Context: an optimization exercise on an open-source flow, tuned for small area, a short achievable clock period and few clock cycles. The choices shown serve that exercise and are no tape-out recipe. In this exercise RTL edits were held to simulation tests only and were not proved equivalent to the original. Power figures rest on the tool's default switching activity, not on a simulated workload.

## flow/design.v (module list and top-level ports; edited modules follow where they fit)
// module pmhf_engine: 2024 lines
module pmhf_engine (
    input  wire        clk,
    input  wire        rst,
    input  wire        req_valid,
    input  wire        req_write,
    input  wire [11:0] req_addr,
    input  wire [63:0] req_wdata,
    output reg  [63:0] rdata,
    output wire        irq
);
  // ...
==> flow/run.sh <==
#!/bin/bash
# synth_recipe.tcl (not shown) runs the flow's synth.tcl, then flattens the netlist and writes it again
# the make line also repeats each setting of config.mk as NAME=value (left out here)
make -C /OpenROAD-flow-scripts/flow DESIGN_CONFIG=/design/flow/config.mk WORK_HOME=/design/flow/orfs CLKGATE_MAP_FILE= SYNTH_SCRIPT=/design/flow/synth_recipe.tcl finish
==> flow/config.mk <==
export PLATFORM = sky130hd
export DESIGN_NAME = pmhf_engine
export DESIGN_NICKNAME = pmhf_engine
export VERILOG_FILES = /design/flow/design.v
export SDC_FILE = /design/flow/constraint.sdc
export NUM_CORES = 4
export LEC_CHECK = 0
export ABC_CLOCK_PERIOD_IN_PS = 7000
export CAP_MARGIN = 20
export CORE_MARGIN = 2
export CORE_UTILIZATION = 40
export PLACE_DENSITY = 0.6
export SETUP_SLACK_MARGIN = 5
export SLEW_MARGIN = 20
==> flow/constraint.sdc <==
create_clock -name core_clock -period 15.0 [get_ports {clk}]
set_input_delay 3.0000 -clock core_clock [delete_from_list [all_inputs] [get_ports {clk}]]
set_output_delay 3.0000 -clock core_clock [all_outputs]
set_load 0.01 [all_outputs]
==> flow_summary.ini, run 1 <==
[synthesis]
synth_common_cells = nand2_1, dfxtp_1, a21oi_1
syn_area_per_cell_um2 = 8.82
synth_xor_area_frac = 0.0410

[setup_path]
critPathLaunch = cfg_l[55]
cp_top_family = simple AND/OR/NAND/NOR gates
reg2reg_depth = 36
path_max_fanout = 199
r2r-start = cfg_l[55]

[clock_tree]
clk_latency_ns = 0.98
cts_root_buffer = clkbuf_16

[finish]
signal_buffers = 678
multi_input_area_share = 0.535

[floorplanning]
dieHeight_um = 628
taps = 5197

[sta]
period_needed_ns = 9.93
hold_slack_ns = 0.288
max_freq_mhz = 101
hold_viol = 0
worst_pin_slew_ns = 1.40

[min_path]
hold_depth = 0

[global_routing]
antenna_found_initial = 60
grtUsageMet3 = 0.0979
gr-usage-all-layers = 0.366

[status]
outcome = timing/DRC/antenna clean

[power]
seqPwrFrac = 0.416
power_uw = 17000
ir_drop_uv = 106

[drt]
first_iter_violations = 21778
Testbench counts, summed over its fixed seeds: cycles 6,476.
==> inputs of run 2 (changes only) <==
--- a/flow/design.v
+++ b/flow/design.v
@@ -1544,19 +1544,21 @@
   reg [15:0] ly_rlws, ly_rlwe, ly_rhws, ly_rhwe;
   reg [9:0]  ly_rlos, ly_rloe, ly_rhos, ly_rhoe;
   wire        idle_now = !st_busy;
   wire [1:0]  top_j    = act_l[1:0] - 2'd1;
   wire [W-1:0] k_lo    = idle_now ? opa[W-1:0] : key_lo;
   wire [W-1:0] k_hi    = idle_now ? opb[W-1:0] : key_hi;
   wire [1:0]  su_j   = idle_now ? top_j : (sq_j - 2'd1);
   wire        su_top = idle_now;
-  wire [4:0]  su_s   = lay_s[su_j];
-  wire [3:0]  su_ps  = lay_ps[su_j];
-  wire [3:0]  su_w   = lay_w[su_j];
+  reg  [4:0]  tp_s, dn_s;
+  reg  [3:0]  tp_ps, dn_ps, tp_w, dn_w;
+  wire [4:0]  su_s   = idle_now ? tp_s : dn_s;
+  wire [3:0]  su_ps  = idle_now ? tp_ps : dn_ps;
+  wire [3:0]  su_w   = idle_now ? tp_w : dn_w;
   wire [15:0] su_sm  = (16'd1 << su_s) - 16'd1;
   wire [9:0]  su_wm  = (10'd1 << su_w) - 10'd1;
   wire [15:0] su_blo = k_lo >> su_s;
   wire [15:0] su_bhi = k_hi >> su_s;
   wire [16:0] su_wl  = {1'b0, k_lo >> su_ps};
   wire [16:0] su_wh  = {1'b0, k_hi >> su_ps};
   wire [9:0]  su_ol  = su_blo[9:0] & su_wm;
   wire [9:0]  su_oh  = su_bhi[9:0] & su_wm;
@@ -1672,24 +1674,24 @@
       hash_a2 = v ^ (v >> 33);
     end
   endfunction
   wire [63:0] a1_va = hash_a1(r_pre, act_sd1);
   wire [63:0] a1_vb = hash_a1(r_pre, act_sd2);
   wire [63:0] a2_ha = hash_a2(a2_va);
   wire [63:0] a2_hb = hash_a2(a2_vb);
   wire        cf_run = (mode == M_CFG) && !cfg_chk;
-  wire [63:0] cf_a   = (mcnt == 5'd31) ? act_sd2 :
-                       (mcnt == 5'd30) ? act_sd1 : {act_sd2[62:0], 1'b0};
-  wire [63:0] cf_b   = (mcnt == 5'd31) ? HBC :
-                       (mcnt == 5'd30) ? {HC[63:16], 16'd0} :
-                       (HA[mcnt] ? act_sd1 : 64'd0);
+  wire        cf_hb  = (mcnt == 5'd31);
+  wire        cf_hc  = (mcnt == 5'd30);
+  wire [63:0] cf_a   = cf_hb ? act_sd2 : cf_hc ? act_sd1 : {act_sd2[61:0], 2'b00};
+  wire [63:0] cf_b   = cf_hb ? HBC : cf_hc ? {HC[63:16], 16'd0} : act_sd1;
+  wire [1:0]  cf_dig = (cf_hb || cf_hc) ? 2'd1 : HA[{mcnt[3:0], 1'b0} +: 2];
   wire [63:0] g_a  = cf_run ? cf_a : a2_ha;
   wire [63:0] g_b  = cf_run ? cf_b : a2_hb;
-  wire [1:0]  g_j  = cf_run ? 2'd1 : a2_j;
+  wire [1:0]  g_j  = cf_run ? cf_dig : a2_j;
   wire [63:0] gb1  = g_j[0] ? g_b : 64'd0;
   wire [63:0] gb2  = g_j[1] ? {g_b[62:0], 1'b0} : 64'd0;
   wire [63:0] gsq  = cf_run ? 64'd0 :
                      {60'd0, a2_j[1] & a2_j[0], a2_j[1] & ~a2_j[0], 1'b0, a2_j[0]};
   wire [63:0] cs1_s = g_a ^ gb1 ^ gb2;
   wire [63:0] cs1_c = {(g_a[62:0] & gb1[62:0]) | (g_a[62:0] & gb2[62:0]) |
                        (gb1[62:0] & gb2[62:0]), 1'b0};
   wire [63:0] cs2_s = cs1_s ^ cs1_c ^ gsq;
@@ -1761,33 +1763,38 @@
              (nx_mlo[1] & nx_blo[2] & nx_blo[3]) |
              (nx_mlo[2] & nx_blo[3]) |
              (nx_mhi[0] & bhi_e[1] & bhi_e[2] & bhi_e[3]) |
              (nx_mhi[1] & bhi_e[2] & bhi_e[3]) |
              (nx_mhi[2] & bhi_e[3]);
   end
   wire probes_done = !sq_run && !r_v && !a2_v && !c_v && !d_v;
   wire con_done = probes_done || (e_v && e_tag == T_PT && !e_hit);
-  wire ovl_done = probes_done || ov_res;
+  wire [3:0] up_m  = (e_j == 2'd0) ? 4'b1110 : (e_j == 2'd1) ? 4'b1100 :
+                     (e_j == 2'd2) ? 4'b1000 : 4'b0000;
+  wire ov_dead = e_v && (e_tag != T_ADD) && (e_tag != T_PT) && (e_j != top_j) &&
+                 |(~nx_blo & up_m) && |(~bhi_e & up_m);
+  wire ovl_done = probes_done || ov_res || ov_dead;
   wire q_done   = st_busy && ((mode == M_CON && con_done) ||
                               (mode == M_OVL && ovl_done));
   reg [10:0] cf_m  [0:L_MAX-1];
   reg [3:0]  cf_e  [0:L_MAX-1];
   reg [10:0] cf_mo [0:L_MAX-1];
   integer jc, t;
   always @* begin
     for (jc = 0; jc < L_MAX; jc = jc + 1) begin
       cf_m[jc] = {lat_n, 5'd0} >> lay_w[jc];
       cf_e[jc] = 4'd0;
       for (t = 10; t >= 0; t = t - 1)
         if (cf_m[jc][t]) cf_e[jc] = t;
       cf_mo[jc] = cf_m[jc] >> cf_e[jc];
     end
   end
-  wire cfg_install = (mode == M_CFG) && cfg_chk && (v_det == 7'd0);
+  reg  cfg_clr;
+  wire cfg_install = cfg_clr;
   always @(posedge clk) begin
     if (idle_now) begin
       if (spec_go || launch_ov) begin
         r_j <= pj; r_pre <= pt_pre; r_oa <= pt_off; r_ob <= pt_off;
       end else begin
         r_j <= 2'd0; r_pre <= sp_pre; r_oa <= sp_off; r_ob <= sp_off;
       end
       r_tag <= is_ovl ? T_BLO : (is_add ? T_ADD : T_PT);
@@ -1829,16 +1836,19 @@
       st_err     <= 1'b0;
       st_errcode <= E_NONE;
       st_lastop  <= cur_op;
       mode       <= M_IDLE;
     end
   endtask
   task load_layer;
     begin
+      dn_s    <= lay_s[su_j - 2'd1];
+      dn_ps   <= lay_ps[su_j - 2'd1];
+      dn_w    <= lay_w[su_j - 2'd1];
       ly_nblo <= su_plo;
       ly_nbhi <= su_phi && !su_same;
       ly_same <= su_same;
       ly_plo  <= su_plo;
       ly_phi  <= su_phi;
       ly_nrl  <= su_nrl;
       ly_nrh  <= su_nrh;
       ly_wlo  <= su_wl[15:0];
@@ -1851,16 +1861,18 @@
       ly_rloe <= su_rloe;
       ly_rhws <= su_rhws[15:0];
       ly_rhos <= su_rhos;
       ly_rhwe <= su_cwh[15:0];
       ly_rhoe <= su_coh;
     end
   endtask
   always @(posedge clk) begin
+    tp_s <= lay_s[top_j]; tp_ps <= lay_ps[top_j]; tp_w <= lay_w[top_j];
+    cfg_clr <= !rst && (mode == M_CFG) && cfg_chk && (v_det == 7'd0);
     if (rst) begin
       rdata        <= 64'd0;
       st_busy      <= 1'b0;
       st_done      <= 1'b0;
       st_result    <= 1'b0;
       st_err       <= 1'b0;
       st_cfg_valid <= 1'b0;
       st_ovr       <= 1'b0;
@@ -1974,18 +1986,18 @@
               st_done    <= 1'b1;
               st_result  <= 1'b0;
               st_err     <= 1'b1;
               st_errcode <= E_INVALID;
               st_lastop  <= cur_op;
               mode       <= M_IDLE;
             end else begin
               act_sd1 <= cfg_seed;
-              act_sd2 <= cfg_seed;         
-              mcnt    <= 5'd28;
+              act_sd2 <= 64'd0;            
+              mcnt    <= 5'd14;
               lat_n   <= v_nn;
               act_l   <= cfg_l[2:0];
               for (j = 0; j < L_MAX; j = j + 1) begin
                 lay_d[j]  <= cfg_delta[j][3:0];
                 lay_w[j]  <= cfg_delta[j][3:0] - 4'd1;
               end
               lay_s[0]  <= 5'd0;
               lay_s[1]  <= {1'b0, cfg_delta[0][3:0]};
==> flow/flow/run.sh (new file) <==
#!/bin/bash
set -euo pipefail
bash standard.sh finish SETUP_SLACK_MARGIN=7 > flow_make.log 2>&1
==> flow/standard.sh (new file) <==
#!/bin/bash
# synth_recipe.tcl (not shown) runs the flow's synth.tcl, then flattens the netlist and writes it again
# the make line also repeats each setting of config.mk as NAME=value (left out here)
make -C /OpenROAD-flow-scripts/flow DESIGN_CONFIG=/design/flow/config.mk WORK_HOME=/design/flow/orfs CLKGATE_MAP_FILE= SYNTH_SCRIPT=/design/flow/synth_recipe.tcl "${@:-finish}"
==> flow/config.mk (replaced) <==
export PLATFORM = sky130hd
export DESIGN_NAME = pmhf_engine
export DESIGN_NICKNAME = pmhf_engine
export VERILOG_FILES = /design/flow/design.v
export SDC_FILE = /design/flow/constraint.sdc
export NUM_CORES = 4
export LEC_CHECK = 0
export ABC_CLOCK_PERIOD_IN_PS = 7000
export CAP_MARGIN = 30
export CORE_MARGIN = 2
export CORE_UTILIZATION = 40
export PLACE_DENSITY = 0.6
export SETUP_SLACK_MARGIN = 5
export SLEW_MARGIN = 30
removed: flow/run.sh
==> flow_summary.ini, run 2 <==
[status]
outcome = timing/DRC/antenna clean

[synthesis]
yosysTopAreaCellShare = 0.269
synth_cells = 17514
synth_nets = 18683
async_flop_share = 0
synth_common_cells = nand2_1, dfxtp_1, a21oi_1
synth_area_um2 = 155000
dominantRegCellSynth = dfxtp_1
synth_seq_cells = 2586
synth.area.top_cells = dfxtp_1, edfxtp_1, a22o_1
yosysUniqueCellTypes = 108
ys_seq_area_frac = 0.365
syn_area_per_cell_um2 = 8.87
yosys_warnings = 14
yosysMostFrequentCell = nand2_1
synth-edff-count = 497
yosys.area.top_type = dfxtp_1

[sta]
max_freq_mhz = 110
hold_viol = 0
skew_ns = 0.0853
slew_headroom = 0.181
worst_pin_slew_ns = 1.22
period_needed_ns = 9.08
slew_violations = 0
tns_ns = 0
rsz0062_at_grt = true
setup_viol = 0
fin_crit_sh = 0.605

[finish]
final_common_cell = nand2_1
area_growth_pct = 18.9
final_cells = 23025
largestRegisters = cells x1024, cfg_delta x256
final_cell_mix = nand2_1, dfxtp_1, a21oi_1, a22o_1, nor2_1
largest_register = cells
drive_gt1_frac = 0.163
largest_reg_flops = 1024
nets = 18753
finalInstanceArea_um2 = 185000
n_fill_cell = 36739

[floorplanning]
fp.dieArea_um2 = 393000
rows = 228
dieHeight_um = 627
core_um2 = 386000
pin_count = 145
die_w_um = 627
initial_core_util = 0.402

[power]
comb_power_share = 0.172
p_leak_uw = 0.0716
powerDensity_nw_per_um2 = 98.0
seqPwrFrac = 0.398
switching_power_uw = 5660
power_uw = 18100
ir_drop_uv = 105
clkPwrFrac = 0.430
p_int_uw = 12400
switching_share = 0.313

[setup_path]
startpoint_type = flip-flop
r2r-start = a2_va[48]
end_kind = flip-flop
max_stage_delay_ns = 0.71
r2r_slack_ns = 5.92
crit_top_cell = o21a_1
slowest_stage = xnor2_1
path_max_fanout = 4
required_ns = 15.83
reg2reg_to = c_x[49]
path_class = flip-flop to flip-flop
worstPathArrival_ns = 9.90
reg2reg_depth = 35

[min_path]
min_to = a2_oa[0]
hold_depth = 0
hold_class = flip-flop to flip-flop
min-delay-start = r_oa[0]

[clock_tree]
numCtsBuffers = 302
holdBufCountCts = 0
cts.sinks = 2586
path_clk_slew_ns = 0.06
cts_tree = yes
cts_root_buffer = clkbuf_16
cts_buffer_depth = 4
htree_levels = 5
clk_latency_ns = 1.00

[drt]
drt_wl_total_mm = 753
vias_per_cell = 6.46
first_pass_iters = 10
drc = 0
wire_per_inst_um = 32.7
route.vias.total = 148798
first_iter_violations = 21937
antenna_left = 0

[global_routing]
grt_pass1_wl_mm = 1050
gr-usage-all-layers = 0.366
antenna_found_initial = 67
grt_max_degree = 202
grt_pass1_vias = 137970
grt_overflow = 0

[placement]
place_congestion = 1.06
dpl_cell_area_um2 = 163000
io_buffers = 144
hpwl_mm = 544
dp_cells = 21970

[flow_run]
max-cap-violations = 0
[run 2: changes by cell type after synthesis, moves of 42 or more]
cell and delta:
a22o_1 +77, nor2_1 +161, nor2b_1 +42, nand4_1 -45, a22oi_1 +56, nand2_1 -113, mux2i_1 -104, o21ai_0 -46
a211oi_1 -50, a21o_1 +67, nand3_1 -117
[run 2: what timing repair did]
item | CTS | global route
endpoints found under the setup margin | 575 | 476
gates resized for setup | 891 | 575
buffers inserted | 281 | 170
pin swaps | 216 | 255
gates cloned | 18 | 9
[run 2: final cells by class]
type	instances	area, um2	area share
sequential	2586	56900	0.308
multi-input combinational	12920	98600	0.534
clock buffer	414	8640	0.0468
antenna	28	70.1	0.000379
timing repair buffer	1040	9640	0.0522
inverter	734	2780	0.0151
clock inverter	128	1590	0.00858
tap	5175	6470	0.0351
[run 2: layer usage]
metal,GRT usage,part of all wire,vias up
li1,-,-,63859
met1,0.495,0.40,72665
met2,0.534,0.41,9913
met3,0.0917,0.12,2311
met4,0.200,0.069,50
met5,0,0.00046,-
[run 2: worst max-delay path: cells and delay by family (launching register included)]
| family | cells | cell delay (ns) |
|---|---|---|
| and+or+nand+nor | 3 | 0.36 |
| AOI/OAI and AO/OA | 20 | 4.38 |
| adders and majority gates | 4 | 1.58 |
| DFF | 1 | 0.40 |
| xor gates and xnor gates | 4 | 1.49 |
| muxes | 1 | 0.44 |
| buffers and inverters | 3 | 0.32 |
[run 2: power by group through the flow]
stage / Sequential (uW) / Combinational (uW) / Clock [uW]
detailed placement: 7350 / 2710 / 0
CTS: 7200 / 2810 / 7790
global placement: 7350 / 2700 / 0
global route: 7200 / 3090 / 8080
floorplan: 7270 / 1400 / 0
finish: 7200 / 3120 / 7780
[run 2: how the worst max path moves through the flow]
stage              start  endpoint  slack [ns]  cells after the start
2_1_floorplan  a2_vb[18]   c_x[45]        6.87                     36
3_3_place_gp     st_busy    ly_nrl        4.02                     50
3_5_place_dp     st_busy    ly_nrl        4.07                     49
4_1_cts        a2_va[21]   c_x[49]        6.25                     38
5_1_grt        a2_va[57]   c_x[49]        5.69                     38
6_report       a2_va[48]   c_x[49]        5.92                     35
[run 2: metrics by stage]
step                      worst slack [ns]  hold slack (ns)  utilization
after global placement                4.02            0.310        0.421
after CTS                             6.25            0.325        0.467
after detailed placement              4.07            0.312        0.422
final                                 5.92            0.323        0.478
after floorplan                       6.87            0.310            -
after global routing                  5.69            0.327        0.478
[run 2: logic make-up (layout without fill, tap and decap cells)]
logic type,after synthesis,after routing,synth area share
and+or+nand+nor,5515,5518,0.166
AOI/OAI and AO/OA,4930,4932,0.221
DFF,2586,2586,0.365
buffers and inverters,2014,2316,0.0499
adders and majority gates,1093,1093,0.108
xor gates and xnor gates,738,738,0.0418
muxes,638,639,0.0481
other,0,28,0
Testbench counts of run 2, summed over its fixed seeds: cycles 6,232.
==> inputs of run 3 (changes only) <==
==> flow/flow/run.sh (replaced) <==
#!/bin/bash
set -euo pipefail
bash standard.sh finish SETUP_SLACK_MARGIN=8 > flow_make.log 2>&1
==> flow_summary.ini, run 3 <==
[finish]
nets = 19033
largest_reg_flops = 1024
area_growth_pct = 22.8
final_cells = 23318
n_fill_cell = 36094
final_cell_mix = nand2_1, dfxtp_1, a21oi_1, a22o_1, nor2_1
final_core_util = 0.494
largestRegisters = cells x1024, cfg_delta x256
final_common_cell = nand2_1
final-seq-area_um2 = 56900
multi_input_area_um2 = 101000
largest_register = cells
drive_gt1_frac = 0.194

[floorplanning]
dieHeight_um = 627
core_um2 = 386000
initial_core_util = 0.402
fp.dieArea_um2 = 393000
rows = 228
die_w_um = 627
pin_count = 145

[synthesis]
synth_common_cells = nand2_1, dfxtp_1, a21oi_1
yosys_warnings = 14
synth_cells = 17514
dominantRegCellSynth = dfxtp_1
yosys.area.top_type = dfxtp_1
synth.area.top_cells = dfxtp_1, edfxtp_1, a22o_1
yosysMostFrequentCell = nand2_1
synth_area_um2 = 155000
ys_seq_area_frac = 0.365
synth_seq_cells = 2586
synth_nets = 18683
syn_area_per_cell_um2 = 8.87
async_flop_share = 0
yosysTopAreaCellShare = 0.269
synth-edff-count = 497
yosysUniqueCellTypes = 108

[status]
outcome = timing/DRC/antenna clean

[setup_path]
path_class = flip-flop to flip-flop
end_kind = flip-flop
max_stage_delay_ns = 0.59
startpoint_type = flip-flop
worstPathArrival_ns = 9.70
required_ns = 15.80
path_max_fanout = 3
slowest_stage = fa_1

[global_routing]
grt_max_degree = 199
grt_overflow = 0
antenna_found_initial = 66
grt_pass1_vias = 138344
gr-usage-all-layers = 0.367
grt_pass1_wl_mm = 1050

[drt]
drt_wl_total_mm = 758
vias_per_cell = 6.47
antenna_left = 0
first_pass_iters = 10
route.vias.total = 150948
first_iter_violations = 22693
drc = 0
wire_per_inst_um = 32.5

[placement]
io_buffers = 144
hpwl_mm = 532
dp_cells = 21948
place_congestion = 1.06

[sta]
slew_headroom = 0.168
period_needed_ns = 8.91
skew_ns = 0.128
worst_pin_slew_ns = 1.25
fin_crit_sh = 0.594
tns_ns = 0
slew_violations = 0
max_freq_mhz = 112
setup_viol = 0
hold_viol = 0
hold_slack_ns = 0.324
rsz0062_at_grt = true

[flow_run]
max-cap-violations = 0

[clock_tree]
clk_latency_ns = 1.02
cts_buffer_depth = 4
path_clk_slew_ns = 0.06
cts_root_buffer = clkbuf_16
cts_tree = yes
holdBufCountCts = 0
cts.sinks = 2586
htree_levels = 5
numCtsBuffers = 303

[power]
p_leak_uw = 0.0741
powerDensity_nw_per_um2 = 95.7
ir_drop_uv = 102

[min_path]
hold_class = flip-flop to flip-flop
run 3: layout make-up:
class,count,share of cell area
tap,5175,0.0339
clock inverter,130,0.00858
sequential,2586,0.298
multi-input combinational,12926,0.529
antenna,31,0.000407
clock buffer,423,0.0454
timing repair buffer,1313,0.0693
inverter,734,0.0148
run 3: cells by family (layout without fill, tap and decap cells):
logic type	count (synthesis)	count (layout)	share of synthesized area
simple gates	5515	5520	0.166
compound gates	4930	4932	0.221
xor+xnor	738	738	0.0418
other cells	0	31	0
buf+inv	2014	2600	0.0499
mux	638	643	0.0481
flops	2586	2586	0.365
fa+ha+maj	1093	1093	0.108
run 3: where the power goes:
part / total, uW / switching (uW) / internal, uW
sequential: 7200 / 104 / 7100
combinational: 3270 / 2310 / 960
clock: 7770 / 3300 / 4470
total: 18200 / 5710 / 12500
run 3: timing repair:
action / 4_1_cts / 5_1_grt
endpoints found under the setup margin: 748 / 586
pin swaps: 401 / 324
setup buffers: 472 / 245
gates cloned: 55 / 11
resized for setup: 1260 / 665
run 3: per-stage QoR:
stage          setup slack, ns  instance area [um2]  total power [uW]
6_report                  6.09               191000             18200
4_1_cts                   6.31               185000             17900
2_1_floorplan             6.87               157000              8720
5_1_grt                   5.84               191000             18500
3_5_place_dp              4.58               164000             10100
3_3_place_gp              4.65               164000             10100
run 3: final timing paths:
check / start / depth (start not counted) / slack (ns) / endpoint
min: a2_oa[3] / 0 / 0.32 / c_oa[3]
max: a2_va[42] / 39 / 6.09 / c_x[32]
min reg2reg: a2_oa[3] / 0 / 0.32 / c_oa[3]
max reg2reg: a2_va[42] / 39 / 6.09 / c_x[32]
run 3: per-layer routing:
| metal | global-route usage | part of all wire | up-vias |
|---|---|---|---|
| met2 | 0.520 | 0.41 | 10324 |
| met1 | 0.496 | 0.40 | 73850 |
| li1 | - | - | 64451 |
| met3 | 0.107 | 0.12 | 2273 |
| met5 | 0 | 0.00044 | - |
| met4 | 0.207 | 0.070 | 50 |
run 3: critical path, delay by kind of cell (launching register included):
| family | cells | cell delay (ns) |
|---|---|---|
| XOR/XNOR | 4 | 1.05 |
| adder cells (fa/ha/maj) | 4 | 1.40 |
| buffers and inverters | 6 | 0.76 |
| flip-flops | 1 | 0.51 |
| AND/OR/NAND/NOR | 5 | 0.80 |
| multiplexers | 3 | 0.81 |
| AO/OA/AOI/OAI | 17 | 3.39 |
==> inputs of run 4 (changes only) <==
==> flow/flow/run.sh (replaced) <==
#!/bin/bash
set -euo pipefail
bash standard.sh finish SETUP_SLACK_MARGIN=7 > flow_make.log 2>&1
--- a/flow/config.mk
+++ b/flow/config.mk
@@ -10,4 +10,4 @@
 export CORE_MARGIN = 2
-export CORE_UTILIZATION = 40
-export PLACE_DENSITY = 0.6
+export CORE_UTILIZATION = 50
+export PLACE_DENSITY = 0.65
 export SETUP_SLACK_MARGIN = 5
==> flow_summary.ini, run 4 <==
[synthesis]
synth_cells = 17514
syn_area_per_cell_um2 = 8.87
synth_seq_cells = 2586
synth_nets = 18683
yosys_warnings = 14
synth_common_cells = nand2_1, dfxtp_1, a21oi_1
async_flop_share = 0
yosysTopAreaCellShare = 0.269
dominantRegCellSynth = dfxtp_1
yosys.area.top_type = dfxtp_1
synth.area.top_cells = dfxtp_1, edfxtp_1, a22o_1
yosysMostFrequentCell = nand2_1
ys_seq_area_frac = 0.365
yosysUniqueCellTypes = 108
synth-edff-count = 497
synth_area_um2 = 155000

[placement]
io_buffers = 144
dpl_cell_area_um2 = 162000
hpwl_mm = 516
place_congestion = 1.12

[finish]
largest_register = cells
nets = 18679
largest_reg_flops = 1024
finalInstanceArea_um2 = 181000
largestRegisters = cells x1024, cfg_delta x256
area_growth_pct = 16.7
drive_gt1_frac = 0.152
final_cell_mix = nand2_1, dfxtp_1, a21oi_1, a22o_1, nor2_1
final_common_cell = nand2_1

[floorplanning]
pin_count = 145
rows = 204
initial_core_util = 0.503
core_um2 = 309000
fp.dieArea_um2 = 315000
dieHeight_um = 561
die_w_um = 561

[sta]
fin_crit_sh = 0.592
skew_ns = 0.137
slew_headroom = 0.145
worst_pin_slew_ns = 1.27
hold_viol = 0
rsz0062_at_grt = true
setup_viol = 0
slew_violations = 0
tns_ns = 0
period_needed_ns = 8.88
max_freq_mhz = 113

[drt]
drc = 0
first_iter_violations = 25320
vias_per_cell = 6.85
antenna_left = 0
wire_per_inst_um = 33.1
drt_wl_total_mm = 724
route.vias.total = 150043
first_pass_iters = 10

[setup_path]
slowest_stage = fa_1
max_stage_delay_ns = 0.59
worstPathArrival_ns = 9.67
reg2reg_depth = 37
r2r_slack_ns = 6.12
required_ns = 15.79
crit_top_cell = a21o_1
path_max_fanout = 7
r2r-start = a2_vb[36]
path_class = flip-flop to flip-flop
critPathLaunch = a2_vb[36]
cp-endpoint = c_x[49]
startpoint_type = flip-flop
reg2reg_to = c_x[49]
end_kind = flip-flop

[clock_tree]
numCtsBuffers = 290
cts_buffer_depth = 4
cts.sinks = 2586
clk_latency_ns = 1.03
path_clk_slew_ns = 0.06
cts_root_buffer = clkbuf_16
htree_levels = 5
cts_tree = yes

[global_routing]
grt_max_degree = 228
grt_overflow = 0
gr-usage-all-layers = 0.439
antenna_found_initial = 58
grt_pass1_vias = 136858
grt_pass1_wl_mm = 1020

[status]
outcome = timing/DRC/antenna clean

[min_path]
hold_class = flip-flop to flip-flop

[flow_run]
max-cap-violations = 0

[power]
ir_drop_uv = 109
p_leak_uw = 0.0707
powerDensity_nw_per_um2 = 97.4
## run 4: worst max-delay path: cells and delay by family, from the launching register on
kind / cells / cell delay (ns)
multiplexers: 2 / 1.01
buffers and inverters: 5 / 0.73
adder cells (fa/ha/maj): 4 / 1.29
AND/OR/NAND/NOR: 4 / 0.72
flip-flops: 1 / 0.36
XOR/XNOR: 3 / 0.46
AO/OA/AOI/OAI: 19 / 4.09
## run 4: worst min-delay path by stage
stage / startpoint / to / slack [ns] / depth (start not counted)
finish: a2_tag[2] / c_tag[2] / 0.24 / 0
CTS: a2_tag[1] / c_tag[1] / 0.28 / 0
detailed placement: c_tag[0] / d_tag[0] / 0.31 / 0
floorplan: r_oa[0] / a2_oa[0] / 0.31 / 0
global placement: c_tag[0] / d_tag[0] / 0.31 / 0
global route: a2_tag[0] / c_tag[0] / 0.29 / 0
## run 4: cell families (layout without fill, tap and decap cells)
| group | count (synthesis) | after routing | synth area share |
|---|---|---|---|
| xor gates and xnor gates | 738 | 738 | 0.0418 |
| adders and majority gates | 1093 | 1093 | 0.108 |
| other | 0 | 38 | 0 |
| buffers and inverters | 2014 | 2233 | 0.0499 |
| DFF | 2586 | 2586 | 0.365 |
| and+or+nand+nor | 5515 | 5517 | 0.166 |
| AOI/OAI and AO/OA | 4930 | 4930 | 0.221 |
| muxes | 638 | 639 | 0.0481 |
## run 4: area by class of cell
class                      count  area, um2
clock inverter               121       1340
clock buffer                 397       8380
inverter                     734       2790
timing repair buffer         981       9070
antenna                       38       95.1
tap                         4120       5150
fill                       27283     128000
sequential                  2586      56800
multi-input combinational  12917      97600
## run 4: layer usage
| layer | vias to the layer above | track usage | routed length [um] |
|---|---|---|---|
| met5 | - | 0 | 383 |
| met4 | 60 | 0.250 | 52900 |
| met3 | 2696 | 0.149 | 102000 |
| met2 | 11409 | 0.614 | 291000 |
| met1 | 72163 | 0.588 | 278000 |
| li1 | 63715 | - | - |
## run 4: timing repair
item                                    CTS  global route
resized for setup                       713           494
hold buffers                              0             0
gates cloned                             18            10
buffers inserted                        229           174
endpoints found under the setup margin  516           450
pin swaps                               183           224
## run 4: report_power, final
group	total [uW]	internal [uW]	switching [uW]
clock network	7420	4210	3210
logic	3030	804	2230
registers	7210	7100	115
## run 4: through the flow
stage	util	power [uW]	setup WS (ns)	hold WS, ns	std cells
global route	0.586	17900	5.87	0.286	21860
finish	0.586	17700	6.12	0.237	21894
global placement	0.522	9960	4.62	0.310	20898
CTS	0.573	17300	6.29	0.278	21665
floorplan	-	8670	6.87	0.310	17514
detailed placement	0.523	9970	4.78	0.312	20900

port drivers added, routing unchanged:
How much do the figures lean on ideal ports? The routed layouts below were timed once more, with nothing changed but the port constraints.
Step 1, drivers: a clkbuf_16 drives clk and a buf_2 each remaining input, both assumed.
Step 2 adds t to the input delays and takes it off the output delays; t is the mean of the earliest and latest rising clock arrival at the registers after step 1. Input paths then give back, and output paths get back, about the clock's delay inside the block.
Three values: no drivers, after step 1, after step 2; two values: the first two.
run | t, ns | setup slack, ns | clock arrival spread, ns | worst slew at a driven data input, ns | pins driven straight from the clock port
run 1 | 1.034 | 5.070 / 5.070 / 5.070 | 0.117 / 0.117 | 0.21 | 1
run 2 | 1.063 | 5.923 / 5.923 / 5.923 | 0.098 / 0.098 | 0.18 | 1
run 3 | 1.069 | 6.091 / 6.091 / 6.091 | 0.150 / 0.149 | 0.18 | 1
run 4 | 1.071 | 6.118 / 6.118 / 6.118 | 0.139 / 0.139 | 0.08 | 1
After both steps setup and hold are still met in every run listed.
